Background: an optimization exercise with open tools, aiming at a short achievable clock period and few clock cycles. Do not read the settings as production practice. In this exercise RTL edits were held to simulation tests only and were not proved equivalent to the original. Power and IR drop assume default switching activity.

File: config.mk
export PLATFORM = sky130hd
export DESIGN_NAME = frame_responder
export DESIGN_NICKNAME = frame_responder
export VERILOG_FILES = /design/flow/design.v
export SDC_FILE = /design/flow/constraint.sdc
export NUM_CORES = 4
export LEC_CHECK = 0
export ABC_CLOCK_PERIOD_IN_PS = 2200
export CAP_MARGIN = 20
export CORE_MARGIN = 2
export CORE_UTILIZATION = 45
export SETUP_SLACK_MARGIN = 4.6
export SLEW_MARGIN = 20
File: constraint.sdc
create_clock -name core_clock -period 7.0 [get_ports {clk}]
set_input_delay 1.4000 -clock core_clock [delete_from_list [all_inputs] [get_ports {clk}]]
set_output_delay 1.4000 -clock core_clock [all_outputs]
set_load 0.01 [all_outputs]
File: design.v
module frame_responder (
    input  wire        clk,
    input  wire        rst,           
    input  wire        start,         
    output wire        ready,
    output reg         done,          
    output reg         reply,         
    output reg  [15:0] rx_lat,        
    output wire [1:0]  sess_state,    
    output reg  [10:0] tx_addr,
    input  wire [7:0]  tx_rdata,
    output reg         stg_we,
    output reg  [10:0] stg_addr,
    output reg  [7:0]  stg_wdata,
    output reg         st_req,
    output reg  [1:0]  st_cmd,        
    output reg  [24:0] st_addr,
    output reg  [7:0]  st_wdata,
    output reg  [9:0]  st_name_len,
    input  wire        st_gnt,
    input  wire [7:0]  st_rdata,
    input  wire        st_ok
);
    localparam [15:0] LAT_ARP = 16'd276;
    localparam [1:0] SESS_NONE = 2'd0, SESS_RD = 2'd1, SESS_WR = 2'd2;
    localparam [1:0] CMD_OPEN_RD = 2'd0, CMD_OPEN_WR = 2'd1,
                     CMD_READ    = 2'd2, CMD_WRITE   = 2'd3;
    localparam [2:0] S_IDLE   = 3'd0,
                     S_CLASS  = 3'd1,    
                     S_NAME   = 3'd2,    
                     S_OPEN   = 3'd3,    
                     S_OPW1   = 3'd4,    
                     S_OPW2   = 3'd5,    
                     S_RUN    = 3'd6,    
                     S_DROP   = 3'd7;    
    localparam [1:0] K_NONE = 2'd0, K_CLASS = 2'd1, K_NAME = 2'd2, K_STR = 2'd3;
    function [5:0] cseq(input [1:0] mode, input [3:0] c);
        if (mode == SESS_RD) begin
            case (c)
                4'd0: cseq = 6'd46;  4'd1: cseq = 6'd47;
                4'd2: cseq = 6'd14;  4'd3: cseq = 6'd15;
                4'd4: cseq = 6'd16;  4'd5: cseq = 6'd25;
                4'd6: cseq = 6'd38;  4'd7: cseq = 6'd39;
                4'd8: cseq = 6'd44;  default: cseq = 6'd45;
            endcase
        end else begin
            case (c)
                4'd0: cseq = 6'd14;  4'd1: cseq = 6'd15;
                4'd2: cseq = 6'd16;  4'd3: cseq = 6'd25;
                4'd4: cseq = 6'd38;  4'd5: cseq = 6'd39;
                4'd6: cseq = 6'd44;  4'd7: cseq = 6'd45;
                4'd8: cseq = 6'd46;  4'd9: cseq = 6'd47;
                4'd10: cseq = 6'd40; default: cseq = 6'd41;
            endcase
        end
    endfunction
    function [3:0] clen(input [1:0] mode);
        case (mode)
            SESS_NONE: clen = 4'd8;
            SESS_RD:   clen = 4'd10;
            default:   clen = 4'd12;
        endcase
    endfunction
    function [5:0] hnext(input [5:0] a);
        case (a)
            6'd17:   hnext = 6'd20;
            6'd39:   hnext = 6'd42;
            6'd47:   hnext = 6'd0;
            6'd1:    hnext = 6'd18;
            6'd19:   hnext = 6'd40;
            default: hnext = a + 6'd1;
        endcase
    endfunction
    reg [2:0]  state;
    reg        ready_r;
    reg [1:0]  sess;
    reg [1:0]  mode;            
    reg [9:0]  pre1;            
    reg [1:0]  sess_new;
    reg        op_arp, op_rrq, op_data, op_ack;    
    assign ready      = ready_r;
    assign sess_state = sess;
    reg [7:0]  tx_q;
    reg [7:0]  rdat_q;
    reg        rok_q;
    reg        rsp_v, rv_q;
    reg [3:0]  ci;              
    reg [1:0]  arp_iss;         
    reg        g_et, g_ip, g_blk, g_ulen, g_arp;
    reg        f14_08, f15_06, f15_00, f22_00, f23_01, f16_45, f25_11;
    reg        f38_00, f38_4a, f39_45, f39_4d, f44_00;
    reg        f45_1, f45_2, f45_3, f45_4;
    reg [15:0] blk;
    reg [15:0] ulen;
    reg        blk_nz, ulen_ok, ulen_nz12, ulen_full;
    reg [15:0] blkm1, blkp1;
    reg [9:0]  ulen_m12;
    reg        dec_drop, dec_arp, dec_name, dec_data, dec_ack;
    reg        pre_ok;          
    reg [3:0]  npre;            
    reg [9:0]  nis;             
    reg        nis_end;         
    reg        nfound;
    reg [9:0]  nlen;
    reg        name_bad;
    reg        prev_dot;
    reg [9:0]  nrep;            
    reg [15:0] blk_rep;
    reg [15:0] frame_len, ip_len, udp_len_r;
    reg        str_on;          
    reg        commit;          
    reg [5:0]  h;               
    reg [5:0]  haddr;           
    reg        h_left;
    reg [9:0]  b;               
    reg        b_left;
    reg [9:0]  pay_left;        
    reg        pay_nz;
    reg [1:0]  k0, k1, k2;
    reg        p0, p1, p2;      
    reg [9:0]  s0, s1, s2;
    reg        h0;              
    reg [9:0]  d1, d2;
    reg        uc1, uc2;
    reg [7:0]  cv1, cv2;
    reg [17:0] fq [0:7];
    reg [2:0]  fwp, frp;
    reg [3:0]  fcnt;
    reg        f_empty, f_credit;
    reg [7:0]  sq [0:15];
    reg [4:0]  swp, srp;        
    reg [9:0]  wleft;
    reg        wzero;
    reg        wr_mode;
    reg        rd_mode;
    reg        rd_idone;        
    reg        rd_fin;          
    reg [9:0]  krsp;
    reg [9:0]  kpop;
    reg [7:0]  rq [0:15];
    reg [3:0]  rwp, rrp;
    reg [4:0]  rcnt;
    reg        r_empty, r_room;
    reg [9:0] dmap;
    reg       ucmap;
    reg [7:0] cvmap;
    always @(*) begin
        dmap  = s0;
        ucmap = 1'b0;
        cvmap = 8'h00;
        if (h0) begin
            dmap[9:6] = 4'd0;
            if (op_arp) begin
                case (s0[5:0])
                    6'd22: begin ucmap = 1'b1; cvmap = 8'h00; end
                    6'd23: begin ucmap = 1'b1; cvmap = 8'h02; end
                    6'd24, 6'd25, 6'd26, 6'd27, 6'd28, 6'd29,
                    6'd30, 6'd31, 6'd32, 6'd33:
                        dmap[5:0] = s0[5:0] + 6'd10;
                    6'd34: begin dmap = 10'd24; ucmap = 1'b1; cvmap = 8'h00; end
                    6'd35: begin dmap = 10'd25; ucmap = 1'b1; cvmap = 8'h11; end
                    6'd36: begin dmap = 10'd26; ucmap = 1'b1; cvmap = 8'h22; end
                    6'd37: begin dmap = 10'd27; ucmap = 1'b1; cvmap = 8'h33; end
                    6'd38: begin dmap = 10'd28; ucmap = 1'b1; cvmap = 8'h44; end
                    6'd39: begin dmap = 10'd29; ucmap = 1'b1; cvmap = 8'h55; end
                    6'd40, 6'd41, 6'd42, 6'd43:
                        dmap[5:0] = s0[5:0] - 6'd10;
                    default: ;
                endcase
            end else begin
                case (s0[5:0])
                    6'd0:  begin ucmap = 1'b1; cvmap = frame_len[7:0]; end
                    6'd1:  begin ucmap = 1'b1; cvmap = frame_len[15:8]; end
                    6'd2, 6'd3, 6'd4, 6'd5, 6'd6, 6'd7:
                        dmap[5:0] = s0[5:0] + 6'd6;
                    6'd8, 6'd9, 6'd10, 6'd11, 6'd12, 6'd13:
                        dmap[5:0] = s0[5:0] - 6'd6;
                    6'd18: begin ucmap = 1'b1; cvmap = ip_len[15:8]; end
                    6'd19: begin ucmap = 1'b1; cvmap = ip_len[7:0]; end
                    6'd28, 6'd29, 6'd30, 6'd31:
                        dmap[5:0] = s0[5:0] + 6'd4;
                    6'd32, 6'd33, 6'd34, 6'd35:
                        dmap[5:0] = s0[5:0] - 6'd4;
                    6'd36, 6'd37:
                        dmap[5:0] = s0[5:0] + 6'd2;
                    6'd38: begin dmap = 10'd36; ucmap = 1'b1; cvmap = 8'h4A; end
                    6'd39: begin dmap = 10'd37; ucmap = 1'b1; cvmap = 8'h4D; end
                    6'd40: begin ucmap = 1'b1; cvmap = udp_len_r[15:8]; end
                    6'd41: begin ucmap = 1'b1; cvmap = udp_len_r[7:0]; end
                    6'd44: begin ucmap = 1'b1; cvmap = 8'h00; end
                    6'd45: begin ucmap = 1'b1; cvmap = (op_rrq || op_ack) ? 8'd3 : 8'd4; end
                    6'd46: begin ucmap = 1'b1; cvmap = blk_rep[15:8]; end
                    6'd47: begin ucmap = 1'b1; cvmap = blk_rep[7:0]; end
                    default: ;
                endcase
            end
        end
    end
    wire et_arp    = f14_08 && f15_06;
    wire et_ip     = f14_08 && f15_00;
    wire ip_ok     = f16_45 && f25_11 &&
                     ((f38_00 && f39_45) || (f38_4a && f39_4d));
    wire tftp_op1  = f44_00 && f45_1;
    wire tftp_op2  = f44_00 && f45_2;
    wire tftp_op3  = f44_00 && f45_3;
    wire tftp_op4  = f44_00 && f45_4;
    wire data_ok   = ulen_ok && blk_nz;
    wire tftp_any  = tftp_op1 || tftp_op2 || tftp_op3 || tftp_op4;
    wire ip_go     = g_et && et_ip && g_ip && ip_ok;
    wire c_arp     = g_et && et_arp && g_arp && f22_00 && f23_01;
    wire c_name    = ip_go && (tftp_op1 || tftp_op2) && (mode == SESS_NONE);
    wire c_data    = ip_go && tftp_op3 && (mode == SESS_WR) && g_ulen && data_ok;
    wire cap_last  = (state == S_CLASS) && (k2 == K_CLASS);
    wire c_data_now = cap_last && (s2[5:0] == 6'd41) && ip_go && tftp_op3 &&
                      (mode == SESS_WR) && blk_nz &&
                      ({ulen[15:8], tx_q} >= 16'd12) && ({ulen[15:8], tx_q} <= 16'd524);
    wire c_arp_now = cap_last && (s2[5:0] == 6'd23) && g_et && et_arp && f22_00 &&
                     (tx_q == 8'h01);
    wire c_ack     = ip_go && tftp_op4 && (mode == SESS_RD);
    wire c_drop    = (g_et && !et_arp && !et_ip) ||
                     (g_et && et_arp && g_arp && !(f22_00 && f23_01)) ||
                     (g_et && et_ip && g_ip &&
                      (!ip_ok || !tftp_any ||
                       ((tftp_op1 || tftp_op2) && mode != SESS_NONE) ||
                       (tftp_op3 && mode != SESS_WR) ||
                       (tftp_op3 && g_ulen && !data_ok) ||
                       (tftp_op4 && mode != SESS_RD)));
    wire nb_zero   = (tx_q == 8'h00);
    wire nb_dot    = (tx_q == 8'h2E);
    wire nb_bad    = (tx_q == 8'h2F) || (tx_q == 8'h5C) || (prev_dot && nb_dot);
    wire name_ret  = (k2 == K_NAME) && !nfound &&
                     (state == S_CLASS || state == S_NAME);
    wire       credit   = f_credit;
    wire [4:0] sdiff    = swp - srp;
    wire       s_empty  = (swp == srp);
    reg        s_credit_r;      
    wire       scredit  = s_credit_r;
    wire [4:0] swp_n    = swp + {4'b0, p2};
    wire       iss_b    = str_on && credit && b_left && (!pay_nz || scredit);
    wire       iss_h    = str_on && credit && !iss_b && h_left;
    wire       acc      = st_req && st_gnt;
    wire       pend     = st_req && !st_gnt;
    wire       can_end  = !pend;
    wire       rd_resp  = rd_mode && rv_q && !rd_fin;
    wire       rd_data  = rd_resp && rok_q;
    wire       rq_pop   = commit && rd_mode && !r_empty;
    wire       rq_byp   = 1'b0;
    wire       rq_push  = rd_data;
    wire       fpush    = (k2 == K_STR);
    wire       fpop     = commit && !f_empty && !rq_pop && !rq_byp;
    wire       spush    = p2;
    wire       sfree    = !st_req || acc;
    wire       spop     = wr_mode && sfree && !s_empty;
    wire       stream_idle = !h_left && !b_left && (k0 != K_STR) &&
                             (k1 != K_STR) && (k2 != K_STR) && f_empty;
    wire       wr_idle  = !wr_mode || wzero;
    wire       rd_idle  = !rd_mode || (rd_fin && r_empty);
    wire [3:0] fcnt_n   = fcnt + {3'b0, fpush} - {3'b0, fpop};
    wire [4:0] rcnt_n   = rcnt + {4'b0, rq_push} - {4'b0, rq_pop};
    wire       run_end  = (state == S_RUN) && stream_idle && wr_idle && rd_idle && can_end;
    always @(posedge clk) begin
        s1  <= s0;
        d1  <= dmap;
        uc1 <= ucmap;
        cv1 <= cvmap;
        s2  <= s1;
        d2  <= d1;
        uc2 <= uc1;
        cv2 <= cv1;
        if (state == S_CLASS && k2 == K_CLASS) begin
            case (s2[5:0])
                6'd14: f14_08 <= (tx_q == 8'h08);
                6'd15: begin f15_06 <= (tx_q == 8'h06);
                             f15_00 <= (tx_q == 8'h00); end
                6'd22: f22_00 <= (tx_q == 8'h00);
                6'd23: f23_01 <= (tx_q == 8'h01);
                6'd16: f16_45 <= (tx_q == 8'h45);
                6'd25: f25_11 <= (tx_q == 8'h11);
                6'd38: begin f38_00 <= (tx_q == 8'h00);
                             f38_4a <= (tx_q == 8'h4A); end
                6'd39: begin f39_45 <= (tx_q == 8'h45);
                             f39_4d <= (tx_q == 8'h4D); end
                6'd44: f44_00 <= (tx_q == 8'h00);
                6'd45: begin f45_1 <= (tx_q == 8'd1);
                             f45_2 <= (tx_q == 8'd2);
                             f45_3 <= (tx_q == 8'd3);
                             f45_4 <= (tx_q == 8'd4); end
                6'd46: blk[15:8] <= tx_q;
                6'd47: begin blk[7:0] <= tx_q;
                             blk_nz <= (blk[15:8] != 8'd0) || (tx_q != 8'd0);
                             blkm1  <= {blk[15:8], tx_q} - 16'd1;
                             blkp1  <= {blk[15:8], tx_q} + 16'd1; end
                6'd40: ulen[15:8] <= tx_q;
                6'd41: begin ulen[7:0] <= tx_q;
                             ulen_ok   <= ({ulen[15:8], tx_q} >= 16'd12) &&
                                          ({ulen[15:8], tx_q} <= 16'd524);
                             ulen_m12  <= {ulen[9:8], tx_q} - 10'd12;
                             ulen_nz12 <= ({ulen[15:8], tx_q} != 16'd12);
                             ulen_full <= ({ulen[15:8], tx_q} == 16'd524);
                             pre_ok    <= ({ulen[15:8], tx_q} >= 16'd24); end
                default: ;
            endcase
        end
    end
    always @(posedge clk) begin
        tx_q   <= tx_rdata;
        rdat_q <= st_rdata;
        rok_q  <= st_ok;
        if (fpush)
            fq[fwp] <= {d2, uc2 ? cv2 : tx_q};
        if (spush)
            sq[swp[3:0]] <= tx_q;
        if (rq_push)
            rq[rwp] <= rdat_q;
        frame_len <= 16'd46 + {6'd0, nrep};
        ip_len    <= 16'd32 + {6'd0, nrep};
        udp_len_r <= 16'd12 + {6'd0, nrep};
    end
    task finish(input rep);
        reg [1:0] m;
        begin
            m = rep ? sess_new : sess;
            state    <= S_IDLE;
            ready_r  <= 1'b1;
            done     <= 1'b1;
            reply    <= rep;
            if (rep)
                sess <= sess_new;
            str_on   <= 1'b0;
            commit   <= 1'b0;
            wr_mode  <= 1'b0;
            rd_mode  <= 1'b0;
            st_req   <= 1'b0;
            k0       <= K_CLASS;
            k1       <= K_NONE;
            k2       <= K_NONE;
            p0       <= 1'b0;
            p1       <= 1'b0;
            p2       <= 1'b0;
            tx_addr  <= {5'd0, cseq(m, 4'd0)};
            s0       <= {4'd0, cseq(m, 4'd0)};
            pre1     <= {4'd0, cseq(m, 4'd1)};
            b_left   <= (m != SESS_RD);
            nrep     <= (m == SESS_RD) ? 10'd512 : 10'd0;
        end
    endtask
    always @(posedge clk) begin
        if (rst) begin
            sess        <= SESS_NONE;
            done        <= 1'b0;
            reply       <= 1'b0;
            rx_lat      <= 16'd0;
            stg_we      <= 1'b0;
            stg_addr    <= 11'd0;
            stg_wdata   <= 8'd0;
            st_cmd      <= 2'd0;
            st_addr     <= 25'd0;
            st_wdata    <= 8'd0;
            st_name_len <= 10'd0;
            rsp_v       <= 1'b0;
            rv_q        <= 1'b0;
            dec_drop    <= 1'b0;
            dec_arp     <= 1'b0;
            dec_name    <= 1'b0;
            dec_data    <= 1'b0;
            dec_ack     <= 1'b0;
            sess_new    <= SESS_NONE;
            state       <= S_IDLE;
            ready_r     <= 1'b1;
            str_on      <= 1'b0;
            commit      <= 1'b0;
            wr_mode     <= 1'b0;
            rd_mode     <= 1'b0;
            st_req      <= 1'b0;
            k0          <= K_CLASS;
            k1          <= K_NONE;
            k2          <= K_NONE;
            p0          <= 1'b0;
            p1          <= 1'b0;
            p2          <= 1'b0;
            tx_addr     <= 11'd14;
            s0          <= 10'd14;
            pre1        <= 10'd15;
            b_left      <= 1'b1;
            nrep        <= 10'd0;
            ci          <= 4'd1;
            arp_iss     <= 2'd0;
            g_et <= 1'b0; g_ip <= 1'b0; g_blk <= 1'b0;
            g_ulen <= 1'b0; g_arp <= 1'b0;
            nis         <= 10'd48;
            nis_end     <= 1'b0;
            nfound      <= 1'b0;
            name_bad    <= 1'b0;
            prev_dot    <= 1'b0;
            h           <= 6'd0;
            haddr       <= 6'd2;
            h_left      <= 1'b1;
            b           <= 10'd48;
            b_left      <= 1'b1;
            pay_left    <= 10'd0;
            pay_nz      <= 1'b0;
            nrep        <= 10'd0;
            rd_fin      <= 1'b0;
            rd_idone    <= 1'b0;
            krsp        <= 10'd0;
            kpop        <= 10'd0;
            wzero       <= 1'b1;
            fwp <= 3'd0; frp <= 3'd0; fcnt <= 4'd0; f_empty <= 1'b1; f_credit <= 1'b1;
            swp <= 5'd0; srp <= 5'd0; s_credit_r <= 1'b1;
            rwp <= 4'd0; rrp <= 4'd0; rcnt <= 5'd0; r_empty <= 1'b1; r_room <= 1'b1;
        end else begin
            done   <= 1'b0;
            stg_we <= 1'b0;
            st_req <= pend;
            k0  <= K_NONE;
            p0  <= 1'b0;
            h0  <= 1'b0;
            k1  <= k0;
            p1  <= p0;
            k2  <= k1;
            p2  <= p1;
            if (iss_b) begin
                tx_addr <= {1'b0, b};
                s0      <= b;
                k0      <= K_STR;
                p0      <= pay_nz;
                b       <= b + 10'd1;
                b_left  <= (b != 10'd559);
                if (pay_nz) begin
                    pay_left <= pay_left - 10'd1;
                    pay_nz   <= (pay_left != 10'd1);
                end
            end else if (iss_h) begin
                tx_addr <= {5'd0, haddr};
                s0      <= {4'd0, haddr};
                k0      <= K_STR;
                h0      <= 1'b1;
                haddr   <= hnext(haddr);
                h       <= h + 6'd1;
                h_left  <= (h != 6'd47);
            end
            if (fpush)
                fwp <= fwp + 3'd1;
            if (fpop)
                frp <= frp + 3'd1;
            fcnt     <= fcnt_n;
            f_empty  <= (fcnt_n == 4'd0);
            f_credit <= (fcnt_n < 4'd5);
            if (rq_byp) begin
                stg_we    <= 1'b1;
                stg_addr  <= 11'd48 + {1'b0, kpop};
                stg_wdata <= rdat_q;
                kpop      <= kpop + 10'd1;
            end else if (rq_pop) begin
                stg_we    <= 1'b1;
                stg_addr  <= 11'd48 + {1'b0, kpop};
                stg_wdata <= rq[rrp];
                kpop      <= kpop + 10'd1;
            end else if (fpop) begin
                stg_we    <= 1'b1;
                stg_addr  <= {1'b0, fq[frp][17:8]};
                stg_wdata <= fq[frp][7:0];
            end
            s_credit_r <= ((swp_n - srp) < 5'd9);
            if (spush)
                swp <= swp + 5'd1;
            if (spop)
                srp <= srp + 5'd1;
            if (wr_mode) begin
                if (acc) begin
                    st_addr[8:0] <= st_addr[8:0] + 9'd1;
                    wleft        <= wleft - 10'd1;
                    wzero        <= (wleft == 10'd1);
                end
                if (sfree) begin
                    st_req <= !s_empty;
                    if (!s_empty)
                        st_wdata <= sq[srp[3:0]];
                end
            end
            rsp_v <= rd_mode && acc;
            rv_q  <= rsp_v;
            if (rq_push)
                rwp <= rwp + 4'd1;
            if (rq_pop)
                rrp <= rrp + 4'd1;
            rcnt     <= rcnt_n;
            r_empty  <= (rcnt_n == 5'd0);
            r_room   <= (rcnt_n < 5'd12);
            if (rd_mode) begin
                if (acc) begin
                    st_addr[8:0] <= st_addr[8:0] + 9'd1;
                    if (st_addr[8:0] == 9'd511)
                        rd_idone <= 1'b1;
                end
                st_req <= pend || !rd_fin && !rd_idone &&
                          !(acc && st_addr[8:0] == 9'd511) && r_room;
                if (rd_resp) begin
                    if (rok_q) begin
                        krsp <= krsp + 10'd1;
                        if (krsp == 10'd511) begin
                            rd_fin   <= 1'b1;
                            sess_new <= SESS_RD;
                            b_left   <= 1'b0;
                            rx_lat   <= 16'd68 + 16'd512;
                        end
                    end else begin
                        rd_fin   <= 1'b1;
                        st_req   <= pend;
                        nrep     <= krsp;
                        sess_new <= SESS_NONE;
                        b        <= 10'd48 + krsp;
                        b_left   <= 1'b1;
                        rx_lat   <= 16'd68 + {6'd0, krsp};
                        if (h >= 6'd42) begin
                            h      <= 6'd42;
                            haddr  <= 6'd0;
                            h_left <= 1'b1;
                        end
                    end
                end
            end
            dec_drop <= (state == S_CLASS) && c_drop;
            dec_arp  <= (state == S_CLASS) && (c_arp || c_arp_now);
            dec_name <= (state == S_CLASS) && c_name;
            dec_data <= (state == S_CLASS) && (c_data || c_data_now);
            dec_ack  <= (state == S_CLASS) && c_ack;
            if (name_ret) begin
                if (!nb_zero) begin
                    prev_dot <= nb_dot;
                    if (nb_bad)
                        name_bad <= 1'b1;
                end
                if (nb_zero || s2 == 10'd559) begin
                    nfound <= 1'b1;
                    nlen   <= nb_zero ? (s2 - 10'd48) : 10'd512;
                end
            end
            case (state)
            S_IDLE: begin
                k0 <= K_CLASS;
                sess_new <= sess;
                mode     <= sess;
                arp_iss  <= 2'd0;
                g_et <= 1'b0; g_ip <= 1'b0; g_blk <= 1'b0;
                g_ulen <= 1'b0; g_arp <= 1'b0;
                nis      <= 10'd48;
                nis_end  <= 1'b0;
                nfound   <= 1'b0;
                name_bad <= 1'b0;
                prev_dot <= 1'b0;
                npre     <= 4'd0;
                h        <= 6'd0;
                haddr    <= 6'd2;
                h_left   <= 1'b1;
                b        <= 10'd48;
                pay_left <= 10'd0;
                pay_nz   <= 1'b0;
                rd_fin   <= 1'b0;
                rd_idone <= 1'b0;
                krsp     <= 10'd0;
                kpop     <= 10'd0;
                wzero    <= 1'b1;
                fwp <= 3'd0; frp <= 3'd0; fcnt <= 4'd0; f_empty <= 1'b1; f_credit <= 1'b1;
                swp <= 5'd0; srp <= 5'd0; s_credit_r <= 1'b1;
                rwp <= 4'd0; rrp <= 4'd0; rcnt <= 5'd0; r_empty <= 1'b1; r_room <= 1'b1;
                if (start) begin
                    state   <= S_CLASS;
                    ready_r <= 1'b0;
                    k2      <= K_NONE;
                    ci      <= 4'd2;
                    tx_addr <= {1'b0, pre1};
                    s0      <= pre1;
                end
            end
            S_CLASS: begin
                if (k2 == K_CLASS) begin
                    case (s2[5:0])
                        6'd15: g_et   <= 1'b1;
                        6'd23: g_arp  <= 1'b1;
                        6'd45: g_ip   <= 1'b1;
                        6'd47: begin
                            g_blk <= 1'b1;
                            if (mode == SESS_RD) begin
                                rd_mode <= 1'b1;
                                st_req  <= 1'b1;
                                st_cmd  <= CMD_READ;
                                st_addr <= {blk[15:8], tx_q, 9'd0};
                            end
                        end
                        6'd41: g_ulen <= 1'b1;
                        default: ;
                    endcase
                end
                if (g_et && et_arp && arp_iss != 2'd2) begin
                    tx_addr <= (arp_iss == 2'd0) ? 11'd22 : 11'd23;
                    s0      <= (arp_iss == 2'd0) ? 10'd22 : 10'd23;
                    k0      <= K_CLASS;
                    arp_iss <= arp_iss + 2'd1;
                end else if (ci != clen(mode)) begin
                    tx_addr <= {5'd0, cseq(mode, ci)};
                    s0      <= {4'd0, cseq(mode, ci)};
                    k0      <= K_CLASS;
                    ci      <= ci + 4'd1;
                end else if (mode == SESS_NONE && !nfound && !nis_end) begin
                    tx_addr <= {1'b0, nis};
                    s0      <= nis;
                    k0      <= K_NAME;
                    nis     <= nis + 10'd1;
                    nis_end <= (nis == 10'd559);
                end else if (mode == SESS_WR && !dec_drop && !dec_arp &&
                             !dec_data && s_credit_r && f_credit && npre != 4'd12) begin
                    tx_addr <= {1'b0, b};
                    s0      <= b;
                    k0      <= K_STR;
                    p0      <= 1'b1;
                    b       <= b + 10'd1;
                    npre    <= npre + 4'd1;
                end
                if (dec_drop) begin
                    rd_mode <= 1'b0;
                    if (can_end)
                        finish(1'b0);
                    else
                        state <= S_DROP;
                end else if (dec_arp) begin
                    op_arp   <= 1'b1;
                    op_rrq   <= 1'b0;
                    op_data  <= 1'b0;
                    op_ack   <= 1'b0;
                    state    <= S_RUN;
                    str_on   <= 1'b1;
                    commit   <= 1'b1;
                    b_left   <= 1'b1;
                    rx_lat   <= LAT_ARP;
                    rd_mode  <= 1'b0;
                    rcnt     <= 5'd0;
                    r_empty  <= 1'b1;
                    r_room   <= 1'b1;
                    sess_new <= mode;
                end else if (dec_name) begin
                    op_arp  <= 1'b0;
                    op_rrq  <= tftp_op1;
                    op_data <= 1'b0;
                    op_ack  <= 1'b0;
                    state   <= S_NAME;
                end else if (dec_data) begin
                    op_arp   <= 1'b0;
                    op_rrq   <= 1'b0;
                    op_data  <= 1'b1;
                    op_ack   <= 1'b0;
                    state    <= S_RUN;
                    str_on   <= 1'b1;
                    commit   <= 1'b1;
                    blk_rep  <= blk;
                    if (pre_ok) begin
                        pay_left <= ulen_m12 - {6'd0, npre};
                        pay_nz   <= (ulen_m12 != {6'd0, npre});
                    end else begin
                        pay_left <= ulen_m12;
                        pay_nz   <= ulen_nz12;
                        b        <= 10'd48;
                        k1       <= K_NONE;
                        k2       <= K_NONE;
                        p1       <= 1'b0;
                        p2       <= 1'b0;
                        fwp <= 3'd0; frp <= 3'd0; fcnt <= 4'd0; f_empty <= 1'b1; f_credit <= 1'b1;
                        swp <= 5'd0; srp <= 5'd0; s_credit_r <= 1'b1;
                    end
                    wleft    <= ulen_m12;
                    wzero    <= !ulen_nz12;
                    wr_mode  <= 1'b1;
                    st_cmd   <= CMD_WRITE;
                    st_addr  <= {blkm1, 9'd0};
                    rx_lat   <= 16'd68;
                    if (!ulen_full)
                        sess_new <= SESS_NONE;
                end else if (dec_ack) begin
                    op_arp  <= 1'b0;
                    op_rrq  <= 1'b0;
                    op_data <= 1'b0;
                    op_ack  <= 1'b1;
                    state   <= S_RUN;
                    str_on  <= 1'b1;
                    commit  <= 1'b1;
                    blk_rep <= blkp1;
                end
            end
            S_NAME: begin
                if (!nfound && !nis_end) begin
                    tx_addr <= {1'b0, nis};
                    s0      <= nis;
                    k0      <= K_NAME;
                    nis     <= nis + 10'd1;
                    nis_end <= (nis == 10'd559);
                end
                if (nfound || (name_ret && nb_zero)) begin
                    if (name_bad) begin
                        finish(1'b0);
                    end else begin
                        state       <= S_OPEN;
                        st_req      <= 1'b1;
                        st_cmd      <= op_rrq ? CMD_OPEN_RD : CMD_OPEN_WR;
                        st_name_len <= nfound ? nlen : (s2 - 10'd48);
                        str_on      <= 1'b1;
                        k0          <= K_NONE;
                        if (op_rrq) begin
                            blk_rep <= 16'd1;
                            nrep    <= 10'd512;
                            b_left  <= 1'b0;
                        end else begin
                            blk_rep <= 16'd0;
                            nrep    <= 10'd0;
                        end
                    end
                end
            end
            S_OPEN: begin
                if (st_gnt) begin
                    state  <= S_OPW1;
                    if (op_rrq) begin
                        rd_mode <= 1'b1;
                        st_req  <= 1'b1;
                        st_cmd  <= CMD_READ;
                        st_addr <= 25'd0;
                    end else begin
                        st_req  <= 1'b0;
                    end
                end
            end
            S_OPW1: begin
                state <= S_OPW2;
            end
            S_OPW2: begin
                if (!rok_q) begin
                    rd_mode <= 1'b0;
                    if (can_end)
                        finish(1'b0);
                    else
                        state <= S_DROP;
                end else begin
                    state  <= S_RUN;
                    commit <= 1'b1;
                    if (!op_rrq) begin
                        sess_new <= SESS_WR;
                        rx_lat   <= 16'd68;
                    end
                end
            end
            S_RUN: begin
                if (run_end)
                    finish(1'b1);
            end
            S_DROP: begin
                if (can_end)
                    finish(1'b0);
            end
            default: begin
                state   <= S_IDLE;
                ready_r <= 1'b1;
            end
            endcase
            if (pend)
                st_req <= 1'b1;
        end
    end
endmodule
File: run.sh
#!/bin/bash
# synth_recipe.tcl (not shown) runs the flow's synth.tcl, then flattens the netlist and writes it again
# the make line also repeats each setting of config.mk as NAME=value (left out here)
make -C /OpenROAD-flow-scripts/flow DESIGN_CONFIG=/design/flow/config.mk WORK_HOME=/design/flow/orfs CLKGATE_MAP_FILE= SYNTH_SCRIPT=/design/flow/synth_recipe.tcl finish
==> metrics.yaml, run 1 <==
globalRoute.totalOverflow: 0
num_vias: 29000
cpPeakStageDelay_ns: 0.55
r2r_start: "tx_q[5]$_DFF_P_"
floorplan.core_area_sq_um: 88400
fmaxAchievable_mhz: 382
clk_transition_reported_paths_ns: 0.06
die_w_um: 302
fin_skew_ns: 0.0537
drt-initial-drc-count: 3059
synth.cell_area_sq_um: 40100
netlist-cell-type-count: 91
remaining_number_of_nets_flagged_by_the_antenna_check_after_routing: 0
vdd_drop_max_v: 0.000219
report.final.setup_viol: 0
syn-instance-count: 3317
timing.critical_path.arrival_ns: 3.09
timing.final.hold_violations: 0
ff2ff_path_depth: 9
average_wire_per_standard_cell_um: 24.8
cp-end-kind: "flop"
cts_hold_buffers: 0
crit_path_top_delay_cell: "sky130_fd_sc_hd__or4_4"
detail_route.drc_violations: 0
layout_commonest_cell: "sky130_fd_sc_hd__edfxtp_1"
floorplan.io_pins: 119
grt_first_pass_wirelength_um: 178000
worst-r2r-setup-slack_ns: 4.38
port_buffers: 118
outcome: "no timing/DRC/antenna violations"
grt.total_usage_pct: 25.7
floorplan.die_area_sq_um: 91500
hold_path.startpoint: "s1[8]$_DFF_P_"
drive_gt1_share_pct: 28.3
start_util_pct: 45.3
insertion_delay_ns: 0.69
drt_wl_total_um: 119000
synth.ff_latch_count: 917
drt_pass_1_iters: 6
pwr_density_cell_nw_per_um2: 301
synth_edf_count: 532
tns_ns: 0
period_share_pct: 37.4
mostFrequentLayoutCells: "sky130_fd_sc_hd__edfxtp_1 (532), sky130_fd_sc_hd__nor2_1 (278), sky130_fd_sc_hd__dfxtp_1 (264)"
path_class: "flop to flop"
fillerInstances: 7125
via_per_inst: 6.01
grt_antenna_before_repair: 3
antenna-diode-count: 0
place.gp.congestion: 0.933
clock_tree.htree_level_count: 3
dieHeight_um: 302
cts_tree: "built"
hold_path_class: "flop to flop"
grt_start_max_net_pins: 67
hold_slack_ns: 0.313
hold_path_end: "s2[8]$_DFF_P_"
number_of_nets_produced_by_synthesis: 3429
critical_path.reg2reg.endpoint: "wr_mode$_SDFFE_PP0P_"
max_slew.worst_pin.slew_ns: 1.02
slew_headroom_pct: 31.9
cp_cell_sequence: "buf_12 > or4_4 > o41ai_4 > buf_6 > o21ai_4 > buf_6 > buf_6 > o41ai_2 > a21oi_1"
number_of_global_route_vias_before_repair: 28300
clock_tree.buffer_depth: 3
power.static_leakage_nw: 17.1
tritoncts.num_buffers: 98
ys_seq_area_share_pct: 59.1
dp_hpwl_um: 77600
syn_avg_cell_area_sq_um: 12.1
layoutNonFillerInstCount: 4821
final-max-slew-violation-count: 0
maxCapViolCount: 0
std_cell_rows: 109
min_delay_path_depth: 0
numClockSinks: 917
yosysWarnings: 1
grt_setup_unrepaired: "true"
clk_root_buffer_cell: "sky130_fd_sc_hd__clkbuf_16"
synth-async-reset-ratio_pct: 0
layout_area_overhead_pct: 24.1
dp_cells: 4452
final_nets: 3683
worst_setup_path_start_kind: "flop"
period_minus_slack_ns: 2.62
crit_path_max_fanout: 7
crit_top_cell: "sky130_fd_sc_hd__buf_6"
critical_path_required_ns: 7.48
synthFlopType: "sky130_fd_sc_hd__edfxtp_1"
## critical path, delay by kind of cell (launching register included)
kind / cells / cell delay, ns
buffers and inverters: 4 / 0.60
flip-flops: 1 / 0.35
AO/OA/AOI/OAI: 4 / 0.89
AND/OR/NAND/NOR: 1 / 0.55
## cells by family (layout without fill, tap and decap cells)
logic type	after synthesis	after routing	synth area share (%)
DFF	917	917	59.1
AOI/OAI and AO/OA	621	622	10.6
xor gates and xnor gates	161	161	3.52
adders and majority gates	91	91	2.92
buffers and inverters	324	655	3.10
muxes	193	193	8.51
and+or+nand+nor	1010	1017	12.2
## flip-flops by register name (all words and copies together), names as in the netlist, 11 cells and up, named ones only
signal,flops
fq,144
rq,128
sq,128
st_addr,25
blk,16
blk_rep,16
blkp1,16
rx_lat,16
blkm1,15
stg_addr,11
tx_addr,11
udp_len_r,11
## synthesized netlist by cell type, types with 12 or more instances
cell	number	share of area, %
sky130_fd_sc_hd__clkbuf_1	169	1.6
sky130_fd_sc_hd__xor2_1	58	1.3
sky130_fd_sc_hd__mux4_2	116	6.5
sky130_fd_sc_hd__o21ai_0	107	1.3
sky130_fd_sc_hd__and3_1	39	0.61
sky130_fd_sc_hd__nor3_1	60	0.75
sky130_fd_sc_hd__a222oi_1	18	0.45
sky130_fd_sc_hd__edfxtp_1	532	40
sky130_fd_sc_hd__inv_1	109	1.0
sky130_fd_sc_hd__a21oi_1	159	2.0
sky130_fd_sc_hd__or3_1	20	0.31
sky130_fd_sc_hd__a22oi_1	23	0.43
sky130_fd_sc_hd__nand4_1	39	0.61
sky130_fd_sc_hd__dfxtp_1	385	19
sky130_fd_sc_hd__nor3b_1	17	0.32
sky130_fd_sc_hd__nand3_1	92	1.1
sky130_fd_sc_hd__o22ai_1	16	0.25
sky130_fd_sc_hd__a211oi_1	31	0.58
sky130_fd_sc_hd__mux2_2	22	0.62
sky130_fd_sc_hd__o211ai_1	20	0.37
sky130_fd_sc_hd__nand3b_1	12	0.22
sky130_fd_sc_hd__and2_1	36	0.56
sky130_fd_sc_hd__nand2_1	254	2.4
sky130_fd_sc_hd__o32ai_1	13	0.28
sky130_fd_sc_hd__nor2b_1	25	0.39
sky130_fd_sc_hd__mux2i_1	55	1.4
sky130_fd_sc_hd__nor4_1	28	0.44
sky130_fd_sc_hd__nor2_1	307	2.9
sky130_fd_sc_hd__buf_1	30	0.28
sky130_fd_sc_hd__xnor2_1	103	2.3
sky130_fd_sc_hd__a221oi_1	33	0.72
sky130_fd_sc_hd__ha_1	87	2.7
sky130_fd_sc_hd__a31oi_1	24	0.37
sky130_fd_sc_hd__o221ai_1	26	0.57
sky130_fd_sc_hd__a21o_1	20	0.37
sky130_fd_sc_hd__nand2b_1	31	0.48
## report_power, final
part	internal [W]	switching, W
logic	0.00121	0.00196
clock network	0.00323	0.00224
registers	0.00599	0.000325
total	0.0104	0.00452
## worst max-delay path by stage
| stage | start | slack, ns | endpoint | cells past startpoint |
|---|---|---|---|---|
| finish | tx_q[5]$_DFF_P_ | 4.38 | wr_mode$_SDFFE_PP0P_ | 9 |
| global route | tx_q[5]$_DFF_P_ | 4.34 | wr_mode$_SDFFE_PP0P_ | 9 |
| CTS | st_addr[10]$_SDFFE_PP0P_ | 4.39 | st_addr[10] | 1 |
| detailed placement | st_gnt | 2.78 | s0[2]$_SDFF_PP1_ | 7 |
| global placement | st_gnt | 2.88 | tx_addr[1]$_SDFF_PP1_ | 7 |
| floorplan | tx_q[4]$_DFF_P_ | 4.08 | blk_rep[0]$_DFFE_PP_ | 5 |
## per-layer routing
| layer | global-route usage [%] | vias up | routed length [um] |
|---|---|---|---|
| met4 | 9.34 | 2 | 4670 |
| li1 | - | 12900 | - |
| met1 | 34.9 | 14600 | 49800 |
| met3 | 4.84 | 266 | 9110 |
| met5 | 0 | - | 10 |
| met2 | 41.3 | 1246 | 55800 |
## layout make-up
class                      instances  area [sq um]  area share, %
clock buffer                     125          2650           5.33
inverter                         115           499           1.00
clock inverter                    60           795           1.60
sequential                       917         23900           48.1
timing repair buffer             353          3590           7.22
tap                             1165          1460           2.93
timing repair inverter             2          11.3         0.0226
multi-input combinational       2084         16800           33.8
## stage by stage
stage	util [%]	setup slack, ns	power, W	cell area [sq um]
after floorplan	-	4.08	0.00798	41000
after global placement	48.7	2.88	0.00880	43100
after detailed placement	48.7	2.78	0.00884	43100
after CTS	55.2	4.39	0.0147	48800
after global routing	56.3	4.34	0.0155	49700
final	56.3	4.38	0.0150	49700
## repair_timing
action                                  4_1_cts  5_1_grt
gates resized for setup                     841       95
endpoints found under the setup margin      577      321
setup buffers                               105       61
pin swaps                                    52       36
gates cloned                                 14        4
Testbench counts, summed over its fixed seeds: cycles 283,971.
==> run 2, diff against run 1 <==
--- a/design.v
+++ b/design.v
@@ -31,8 +31,7 @@
                      S_OPEN   = 3'd3,    
                      S_OPW1   = 3'd4,    
                      S_OPW2   = 3'd5,    
-                     S_RUN    = 3'd6,    
-                     S_DROP   = 3'd7;    
+                     S_RUN    = 3'd6;    
     localparam [1:0] K_NONE = 2'd0, K_CLASS = 2'd1, K_NAME = 2'd2, K_STR = 2'd3;
     function [5:0] cseq(input [1:0] mode, input [3:0] c);
         if (mode == SESS_RD) begin
@@ -76,6 +75,8 @@
     reg [1:0]  sess;
     reg [1:0]  mode;            
     reg [9:0]  pre1;            
+    reg        pre_rd;          
+    reg [15:0] pred_blk;        
     reg [1:0]  sess_new;
     reg        op_arp, op_rrq, op_data, op_ack;    
     assign ready      = ready_r;
@@ -239,8 +240,6 @@
     wire       iss_b    = str_on && credit && b_left && (!pay_nz || scredit);
     wire       iss_h    = str_on && credit && !iss_b && h_left;
     wire       acc      = st_req && st_gnt;
-    wire       pend     = st_req && !st_gnt;
-    wire       can_end  = !pend;
     wire       rd_resp  = rd_mode && rv_q && !rd_fin;
     wire       rd_data  = rd_resp && rok_q;
     wire       rq_pop   = commit && rd_mode && !r_empty;
@@ -257,7 +256,7 @@
     wire       rd_idle  = !rd_mode || (rd_fin && r_empty);
     wire [3:0] fcnt_n   = fcnt + {3'b0, fpush} - {3'b0, fpop};
     wire [4:0] rcnt_n   = rcnt + {4'b0, rq_push} - {4'b0, rq_pop};
-    wire       run_end  = (state == S_RUN) && stream_idle && wr_idle && rd_idle && can_end;
+    wire       run_end  = (state == S_RUN) && stream_idle && wr_idle && rd_idle;
     always @(posedge clk) begin
         s1  <= s0;
         d1  <= dmap;
@@ -331,6 +330,8 @@
             wr_mode  <= 1'b0;
             rd_mode  <= 1'b0;
             st_req   <= 1'b0;
+            rsp_v    <= 1'b0;
+            rv_q     <= 1'b0;
             k0       <= K_CLASS;
             k1       <= K_NONE;
             k2       <= K_NONE;
@@ -340,6 +341,9 @@
             tx_addr  <= {5'd0, cseq(m, 4'd0)};
             s0       <= {4'd0, cseq(m, 4'd0)};
             pre1     <= {4'd0, cseq(m, 4'd1)};
+            pre_rd   <= (m == SESS_RD);
+            if (rep)
+                pred_blk <= blk_rep;
             b_left   <= (m != SESS_RD);
             nrep     <= (m == SESS_RD) ? 10'd512 : 10'd0;
         end
@@ -381,6 +385,7 @@
             tx_addr     <= 11'd14;
             s0          <= 10'd14;
             pre1        <= 10'd15;
+            pre_rd      <= 1'b0;
             b_left      <= 1'b1;
             nrep        <= 10'd0;
             ci          <= 4'd1;
@@ -411,7 +416,6 @@
         end else begin
             done   <= 1'b0;
             stg_we <= 1'b0;
-            st_req <= pend;
             k0  <= K_NONE;
             p0  <= 1'b0;
             h0  <= 1'b0;
@@ -493,7 +497,7 @@
                     if (st_addr[8:0] == 9'd511)
                         rd_idone <= 1'b1;
                 end
-                st_req <= pend || !rd_fin && !rd_idone &&
+                st_req <= !rd_fin && !rd_idone &&
                           !(acc && st_addr[8:0] == 9'd511) && r_room;
                 if (rd_resp) begin
                     if (rok_q) begin
@@ -506,7 +510,7 @@
                         end
                     end else begin
                         rd_fin   <= 1'b1;
-                        st_req   <= pend;
+                        st_req   <= 1'b0;
                         nrep     <= krsp;
                         sess_new <= SESS_NONE;
                         b        <= 10'd48 + krsp;
@@ -564,6 +568,8 @@
                 fwp <= 3'd0; frp <= 3'd0; fcnt <= 4'd0; f_empty <= 1'b1; f_credit <= 1'b1;
                 swp <= 5'd0; srp <= 5'd0; s_credit_r <= 1'b1;
                 rwp <= 4'd0; rrp <= 4'd0; rcnt <= 5'd0; r_empty <= 1'b1; r_room <= 1'b1;
+                st_cmd  <= CMD_READ;
+                st_addr <= {pred_blk, 9'd0};
                 if (start) begin
                     state   <= S_CLASS;
                     ready_r <= 1'b0;
@@ -571,6 +577,10 @@
                     ci      <= 4'd2;
                     tx_addr <= {1'b0, pre1};
                     s0      <= pre1;
+                    if (pre_rd) begin
+                        rd_mode <= 1'b1;
+                        st_req  <= 1'b1;
+                    end
                 end
             end
             S_CLASS: begin
@@ -581,11 +591,22 @@
                         6'd45: g_ip   <= 1'b1;
                         6'd47: begin
                             g_blk <= 1'b1;
-                            if (mode == SESS_RD) begin
-                                rd_mode <= 1'b1;
-                                st_req  <= 1'b1;
-                                st_cmd  <= CMD_READ;
-                                st_addr <= {blk[15:8], tx_q, 9'd0};
+                            if (mode == SESS_RD && {blk[15:8], tx_q} != pred_blk) begin
+                                rd_mode  <= 1'b1;
+                                st_req   <= 1'b1;
+                                st_cmd   <= CMD_READ;
+                                st_addr  <= {blk[15:8], tx_q, 9'd0};
+                                rsp_v    <= 1'b0;
+                                rv_q     <= 1'b0;
+                                rwp <= 4'd0; rrp <= 4'd0; rcnt <= 5'd0; r_empty <= 1'b1; r_room <= 1'b1;
+                                krsp     <= 10'd0;
+                                kpop     <= 10'd0;
+                                rd_fin   <= 1'b0;
+                                rd_idone <= 1'b0;
+                                nrep     <= 10'd512;
+                                b        <= 10'd48;
+                                b_left   <= 1'b0;
+                                sess_new <= mode;
                             end
                         end
                         6'd41: g_ulen <= 1'b1;
@@ -618,11 +639,7 @@
                     npre    <= npre + 4'd1;
                 end
                 if (dec_drop) begin
-                    rd_mode <= 1'b0;
-                    if (can_end)
-                        finish(1'b0);
-                    else
-                        state <= S_DROP;
+                    finish(1'b0);
                 end else if (dec_arp) begin
                     op_arp   <= 1'b1;
                     op_rrq   <= 1'b0;
@@ -634,6 +651,7 @@
                     b_left   <= 1'b1;
                     rx_lat   <= LAT_ARP;
                     rd_mode  <= 1'b0;
+                    st_req   <= 1'b0;
                     rcnt     <= 5'd0;
                     r_empty  <= 1'b1;
                     r_room   <= 1'b1;
@@ -733,11 +751,7 @@
             end
             S_OPW2: begin
                 if (!rok_q) begin
-                    rd_mode <= 1'b0;
-                    if (can_end)
-                        finish(1'b0);
-                    else
-                        state <= S_DROP;
+                    finish(1'b0);
                 end else begin
                     state  <= S_RUN;
                     commit <= 1'b1;
@@ -751,17 +765,11 @@
                 if (run_end)
                     finish(1'b1);
             end
-            S_DROP: begin
-                if (can_end)
-                    finish(1'b0);
-            end
             default: begin
                 state   <= S_IDLE;
                 ready_r <= 1'b1;
             end
             endcase
-            if (pend)
-                st_req <= 1'b1;
         end
     end
 endmodule
==> config.mk (replaced) <==
export PLATFORM = sky130hd
export DESIGN_NAME = frame_responder
export DESIGN_NICKNAME = frame_responder
export VERILOG_FILES = /design/flow/design.v
export SDC_FILE = /design/flow/constraint.sdc
export NUM_CORES = 4
export LEC_CHECK = 0
export ABC_CLOCK_PERIOD_IN_PS = 2500
export CAP_MARGIN = 20
export CORE_MARGIN = 2
export CORE_UTILIZATION = 62
export SETUP_SLACK_MARGIN = 5
export SLEW_MARGIN = 20
==> run 2 against run 1 <==
Effect of this change:
- still clean on timing, DRC and antenna
- worst hold slack better by 0.011 ns
- clock-buffer cell count down 12
- synthesized area up 1.4%
- fmax up 0.26%
- largest cell class unchanged
- largest power group unchanged
==> metrics.yaml, run 2 <==
outcome: "no timing/DRC/antenna violations"
post-synth-top-area-cell: "sky130_fd_sc_hd__edfxtp_1"
maxCapViolCount: 0
numClockSinks: 929
number_of_global_route_vias_before_repair: 31800
synth.cell_area_sq_um: 40700
std_cell_rows: 93
clk_root_buffer_cell: "sky130_fd_sc_hd__clkbuf_16"
layout_commonest_cell: "sky130_fd_sc_hd__edfxtp_1"
internal_power_w: 0.0110
via_per_inst: 6.90
synthFlopType: "sky130_fd_sc_hd__edfxtp_1"
timing.final.hold_violations: 0
synth_edf_count: 548
final_nets: 4068
synthDominantCellAreaShare_pct: 40.5
num_vias: 33800
detail_route.drc_violations: 0
cp-end-kind: "output port"
place.gp.congestion: 1.01
critical_path_required_ns: 5.60
drive_gt1_share_pct: 41.5
netSwitchingPower_w: 0.00536
fin_skew_ns: 0.0313
max_slew.worst_pin.slew_ns: 1.03
dp_hpwl_um: 78700
final-max-slew-violation-count: 0
synth_commonest_cells: "sky130_fd_sc_hd__edfxtp_1 (548), sky130_fd_sc_hd__dfxtp_1 (381), sky130_fd_sc_hd__nor2_1 (308), sky130_fd_sc_hd__nand2_1 (246), sky130_fd_sc_hd__a21oi_1 (180)"
floorplan.core_area_sq_um: 64700
layout_area_overhead_pct: 37.9
average_wire_per_standard_cell_um: 30.5
pwr_density_cell_nw_per_um2: 293
dieHeight_um: 260
remaining_number_of_nets_flagged_by_the_antenna_check_after_routing: 0
cpPeakStageDelay_ns: 0.40
mostFrequentLayoutCells: "sky130_fd_sc_hd__edfxtp_1 (548), sky130_fd_sc_hd__buf_4 (366), sky130_fd_sc_hd__nor2_1 (251)"
path_class: "flop to output port"
cts_tree: "built"
drt_pass_1_iters: 13
worst_path_dominant_cell_family: "flip-flops"
grt_setup_unrepaired: "true"
tritoncts.num_buffers: 92
period_share_pct: 37.3
drt_wl_total_um: 149000
post-synth-top-count-cell: "sky130_fd_sc_hd__edfxtp_1"
insertion_delay_ns: 0.68
netlist-cell-type-count: 95
globalRoute.totalOverflow: 0
vdd_drop_max_v: 0.000252
floorplan.io_pins: 119
pwr-share-seq_pct: 40.2
power.clock.fraction_pct: 31.2
largest-register: "fq"
floorplan.die_area_sq_um: 67600
ys_seq_area_share_pct: 59.2
grt.total_usage_pct: 39.8
largest_register_ffs: 144
cp.buffers_inverters: 1
drt-initial-drc-count: 4674
syn_avg_cell_area_sq_um: 12.1
combPwrFrac_pct: 28.7
clk_transition_reported_paths_ns: 0.07
crit_path_top_delay_cell: "sky130_fd_sc_hd__dfxtp_4"
crit_path_max_fanout: 2
grt_antenna_before_repair: 4
start_util_pct: 62.8
report.final.setup_viol: 0
timing.critical_path.arrival_ns: 1.21
syn-instance-count: 3357
grt_first_pass_wirelength_um: 200000
slew_headroom_pct: 30.8
hold_slack_ns: 0.324
grt_start_max_net_pins: 41
worst_setup_path_start_kind: "flop"
fillerInstances: 2780
hold_path_class: "flop to flop"
clock_tree.buffer_depth: 3
tns_ns: 0
synth.ff_latch_count: 929
swShare_pct: 32.7
port_buffers: 118
cp_cell_sequence: "buf_6"
synth-async-reset-ratio_pct: 0
post_synth_main_area_contributors: "sky130_fd_sc_hd__edfxtp_1 (40%), sky130_fd_sc_hd__dfxtp_1 (19%), sky130_fd_sc_hd__mux4_2 (6.4%)"
die_w_um: 260
number_of_nets_produced_by_synthesis: 3469
period_minus_slack_ns: 2.61
clock_tree.htree_level_count: 3
power.static_leakage_nw: 19.8
fmaxAchievable_mhz: 383
yosysWarnings: 1
-- run 2: cell count changes in the layout (fill, tap and decap cells not counted), moves of 20 or more --
cell and delta:
sky130_fd_sc_hd__nand3_1 -25, sky130_fd_sc_hd__inv_1 -34, sky130_fd_sc_hd__a21oi_2 +49, sky130_fd_sc_hd__dfxtp_1 -43, sky130_fd_sc_hd__buf_4 +183, sky130_fd_sc_hd__nor2_1 -27, sky130_fd_sc_hd__buf_12 +40, sky130_fd_sc_hd__a21oi_1 -34
sky130_fd_sc_hd__dfxtp_4 +28, sky130_fd_sc_hd__a21o_1 +20, sky130_fd_sc_hd__nand2_1 -31, sky130_fd_sc_hd__nor2_4 +21, sky130_fd_sc_hd__buf_6 +96
-- run 2: area by class of cell --
type / instances / area, sq um / area share [%]
Antenna cell: 8 / 20.0 / 0.0357
Multi-Input combinational cell: 2134 / 19200 / 34.2
Sequential cell: 929 / 24400 / 43.6
Clock buffer: 113 / 2440 / 4.36
Timing Repair Buffer: 707 / 7830 / 14.0
Timing Repair inverter: 1 / 8.76 / 0.0156
Tap cell: 855 / 1070 / 1.91
Clock inverter: 58 / 606 / 1.08
Inverter: 91 / 473 / 0.843
-- run 2: worst paths after layout --
check | start | endpoint | slack (ns) | cells past startpoint
setup / recovery | st_req$_SDFF_PP0_ | st_req | 4.39 | 1
hold / removal | cv1[0]$_SDFF_PN0_ | cv2[0]$_DFF_P_ | 0.32 | 0
setup reg to reg | rd_mode$_SDFFE_PP0P_ | f_empty$_SDFF_PP1_ | 4.49 | 13
hold reg to reg | cv1[0]$_SDFF_PN0_ | cv2[0]$_DFF_P_ | 0.32 | 0
-- run 2: cells by family after synthesis --
group           synth area share, %
compound gates                 10.2
xor+xnor                       4.18
fa+ha+maj                      2.87
buf+inv                        2.82
flops                          59.2
mux                            8.57
simple gates                   12.1
-- run 2: what timing repair did --
action,in CTS,in global routing
gates resized for setup,1224,315
pin swaps,165,197
setup endpoints to repair,763,595
endpoints found under the hold margin,0,0
cloned,33,7
setup buffers,343,173
hold buffers,0,0
-- run 2: metrics by stage --
stage	setup slack, ns	total power (W)	std cells	area (sq um)	util (%)
after floorplan	4.21	0.00830	3357	42300	-
after global placement	3.35	0.00908	4160	43500	67.2
after detailed placement	3.26	0.00913	4161	43500	67.3
after CTS	4.43	0.0154	4708	53100	82.1
after global routing	4.41	0.0167	4889	56100	86.6
final	4.39	0.0164	4896	56100	86.7
-- run 2: worst register-to-register path, delay by kind of cell, from the launching register on --
kind            cells  cell delay (ns)
flops               1             0.37
compound gates      1             0.13
fa+ha+maj           3             0.81
simple gates        4             0.57
buf+inv             5             0.54
-- run 2: power by group through the flow --
stage               clock network (W)  registers (W)  logic [W]
floorplan                           0        0.00640    0.00189
global placement                    0        0.00663    0.00245
detailed placement                  0        0.00665    0.00249
CTS                           0.00502        0.00654    0.00379
global route                  0.00531        0.00659    0.00481
finish                        0.00511        0.00659    0.00471
-- run 2: layer usage --
metal	track usage [%]	vias to the layer above	share of wire (%)
li1	-	13700	-
met1	49.5	16500	34
met2	63.8	2746	46
met3	9.08	821	12
met4	23.9	2	8.5
met5	0	-	0.0074
Testbench counts of run 2, summed over its fixed seeds: cycles 283,560.
==> run 3, diff against run 2 <==
--- a/config.mk
+++ b/config.mk
@@ -8,6 +8,6 @@
 export ABC_CLOCK_PERIOD_IN_PS = 2500
 export CAP_MARGIN = 20
 export CORE_MARGIN = 2
-export CORE_UTILIZATION = 62
+export CORE_UTILIZATION = 55
 export SETUP_SLACK_MARGIN = 5
 export SLEW_MARGIN = 20
==> run 3 against run 2 <==
Effect of this change:
- worst hold slack better by 0.0018 ns
- flip-flop and latch count is the same
- via count down 6.3%
- fmax grew 0.96%
==> metrics.yaml, run 3 <==
report.final.setup_viol: 0
post_synth_and_or_nand_nor_area_fraction_pct: 12.1
synth.ff_latch_count: 929
synth.cell_area_sq_um: 40700
postLayoutCoreUtil_pct: 77.3
numClockSinks: 929
power.total_w: 0.0166
tritoncts.num_buffers: 94
clk_root_buffer_cell: "sky130_fd_sc_hd__clkbuf_16"
period_minus_slack_ns: 2.58
final_nets: 4060
clock_tree.htree_level_count: 3
start_util_pct: 55.6
grt_antenna_before_repair: 4
cts_hold_buffers: 0
maxCapViolCount: 0
number_of_global_route_vias_before_repair: 30700
floorplan.io_pins: 119
multi_input_comb_area_sq_um: 19200
tns_ns: 0
period_share_pct: 36.9
dieHeight_um: 276
final.setup.worst_slack_ns: 4.42
grt_start_max_net_pins: 50
max_slew.worst_pin.slew_ns: 0.886
mostFrequentLayoutCells: "sky130_fd_sc_hd__edfxtp_1 (548), sky130_fd_sc_hd__buf_4 (339), sky130_fd_sc_hd__nor2_1 (226)"
remaining_number_of_nets_flagged_by_the_antenna_check_after_routing: 0
netlist-cell-type-count: 95
timing.critical_path.arrival_ns: 3.13
crit_path_max_fanout: 12
floorplan.die_area_sq_um: 76100
largest-register: "fq"
globalRoute.totalOverflow: 0
vdd_drop_max_v: 0.000235
post-synth-top-count-cell: "sky130_fd_sc_hd__edfxtp_1"
cts_tree: "built"
post-synth-top-area-cell: "sky130_fd_sc_hd__edfxtp_1"
drive_gt1_share_pct: 41.4
layout_commonest_cell: "sky130_fd_sc_hd__edfxtp_1"
synth-xor-area-share_pct: 4.18
place.gp.congestion: 1.03
synthFlopType: "sky130_fd_sc_hd__edfxtp_1"
floorplan.core_area_sq_um: 73100
port_buffers: 118
synth_commonest_cells: "sky130_fd_sc_hd__edfxtp_1 (548), sky130_fd_sc_hd__dfxtp_1 (381), sky130_fd_sc_hd__nor2_1 (308), sky130_fd_sc_hd__nand2_1 (246), sky130_fd_sc_hd__a21oi_1 (180)"
fillerInstances: 4307
grt_setup_unrepaired: "true"
drt_wl_total_um: 138000
synth_compound_area_share_pct: 10.2
hold_path_class: "flop to flop"
layout_area_overhead_pct: 38.9
cp-end-kind: "flop"
largest_register_ffs: 144
fmaxAchievable_mhz: 387
clock_tree.buffer_depth: 3
synth_edf_count: 548
syn_avg_cell_area_sq_um: 12.1
fin_skew_ns: 0.0315
dp_hpwl_um: 79300
path_class: "flop to flop"
grt_first_pass_wirelength_um: 194000
drt-initial-drc-count: 3273
drt_pass_1_iters: 23
clk_transition_reported_paths_ns: 0.06
dp_worst_setup_slack_ns: 3.34
num_vias: 31700
std_cell_rows: 99
outcome: "no timing/DRC/antenna violations"
ys_seq_area_share_pct: 59.2
average_wire_per_standard_cell_um: 27.6
worst_setup_path_start_kind: "flop"
power.static_leakage_nw: 19.9
number_of_nets_produced_by_synthesis: 3469
final-seq-area_sq_um: 24400
detail_route.drc_violations: 0
yosysWarnings: 1
final-max-slew-violation-count: 0
critical_path_required_ns: 7.54
pwr_density_cell_nw_per_um2: 294
via_per_inst: 6.34
synth.area.mux_share_pct: 8.57
synth-async-reset-ratio_pct: 0
syn-instance-count: 3357
die_w_um: 276
post_synth_main_area_contributors: "sky130_fd_sc_hd__edfxtp_1 (40%), sky130_fd_sc_hd__dfxtp_1 (19%), sky130_fd_sc_hd__mux4_2 (6.4%)"
insertion_delay_ns: 0.67
timing.final.hold_violations: 0
grt.total_usage_pct: 34.3
synth_top_family_by_area: "simple AND/OR/NAND/NOR gates"
slew_headroom_pct: 40.4
post_synth_fa_ha_maj_area_fraction_pct: 2.87
synthDominantCellAreaShare_pct: 40.5
## run 3: final timing paths
| kind | slack (ns) | end | cells after the start | from |
|---|---|---|---|---|
| max | 4.42 | s0[9]$_SDFF_PP0_ | 6 | state[1]$_SDFFE_PP0P_ |
| min | 0.33 | d2[6]$_DFF_P_ | 0 | d1[6]$_SDFF_PP0_ |
| max reg2reg | 4.42 | s0[9]$_SDFF_PP0_ | 6 | state[1]$_SDFFE_PP0P_ |
| min reg2reg | 0.33 | d2[6]$_DFF_P_ | 0 | d1[6]$_SDFF_PP0_ |
## run 3: area by class of cell
cell class	count	area share [%]
clock inverters	53	1.03
inverters	91	0.793
repair buffers	698	14.2
well taps	959	2.13
multi-input cells	2134	34.0
diodes	1	0.00443
clock buffers	124	4.59
flip-flops and latches	929	43.3
## run 3: cell families after synthesis
kind of cell    count (synthesis)
simple gates                 1008
flops                         929
compound gates                634
buf+inv                       299
mux                           202
xor+xnor                      194
fa+ha+maj                      91
## run 3: routing by layer
| layer | track usage, % | part of all wire [%] |
|---|---|---|
| met1 | 43.6 | 37 |
| met2 | 55.1 | 47 |
| met3 | 6.99 | 8.8 |
| met4 | 19.2 | 6.9 |
| met5 | 0.0627 | 0.015 |
## run 3: per-stage QoR
step | hold WS, ns | instance area, sq um | instances
finish | 0.326 | 56500 | 4989
floorplan | 0.310 | 42300 | 3357
CTS | 0.328 | 53600 | 4844
global route | 0.333 | 56500 | 4988
detailed placement | 0.312 | 43700 | 4271
global placement | 0.312 | 43700 | 4269
## run 3: worst max-delay path, cell delays in order, from the launching register on
cell	delay (ns)
sky130_fd_sc_hd__dfxtp_4	0.41
sky130_fd_sc_hd__xor2_4	0.42
sky130_fd_sc_hd__a41o_4	0.41
sky130_fd_sc_hd__a21oi_2	0.07
sky130_fd_sc_hd__or4_4	0.59
sky130_fd_sc_hd__a211o_1	0.33
sky130_fd_sc_hd__a31o_1	0.22
## run 3: timing repair
action                     4_1_cts  5_1_grt
setup endpoints to repair      758      672
setup buffers                  358      132
gates cloned                    38       12
pin swaps                      175      204
gates resized for setup       1248      345
## run 3: power breakdown
group          internal (W)  switching, W  total (W)  leakage, nW
logic               0.00217       0.00268    0.00485         10.1
registers           0.00613      0.000443    0.00658         8.18
clock network       0.00299       0.00216    0.00515         1.53

## static timing again, ports no longer ideal
The flow's constraints put no driver on any port. The routed layouts listed below were extracted and timed again, unchanged, in two steps. Step 1 (the two cells are an assumption about what drives the block):
set clk [get_ports {clk}]
set_driving_cell -lib_cell sky130_fd_sc_hd__clkbuf_16 $clk
set_driving_cell -lib_cell sky130_fd_sc_hd__buf_2 [delete_from_list [all_inputs] $clk]
Step 2 times the ports against the registers' clock, not the clock port: input delays grow and output delays shrink by t, the midpoint of the rising clock arrivals with the driver on. Slacks: ideal / step 1 / step 2; pairs: ideal / step 1.
run | shift t [ns] | setup slack, ns | hold WS [ns] | latest minus earliest clock arrival (ns)
run 1 | 0.724 | 4.385 / 4.343 / 3.804 | 0.313 / 0.313 / 0.313 | 0.058 / 0.058
run 2 | 0.733 | 4.391 / 4.321 / 3.944 | 0.324 / 0.324 / 0.324 | 0.031 / 0.032
run 3 | 0.724 | 4.416 / 4.364 / 3.783 | 0.326 / 0.326 / 0.326 | 0.032 / 0.032
After both steps every run listed still meets setup and hold. For run 3, which loses most, drivers alone change the setup slack by -0.052 ns; drivers and shift together by -0.633 ns.
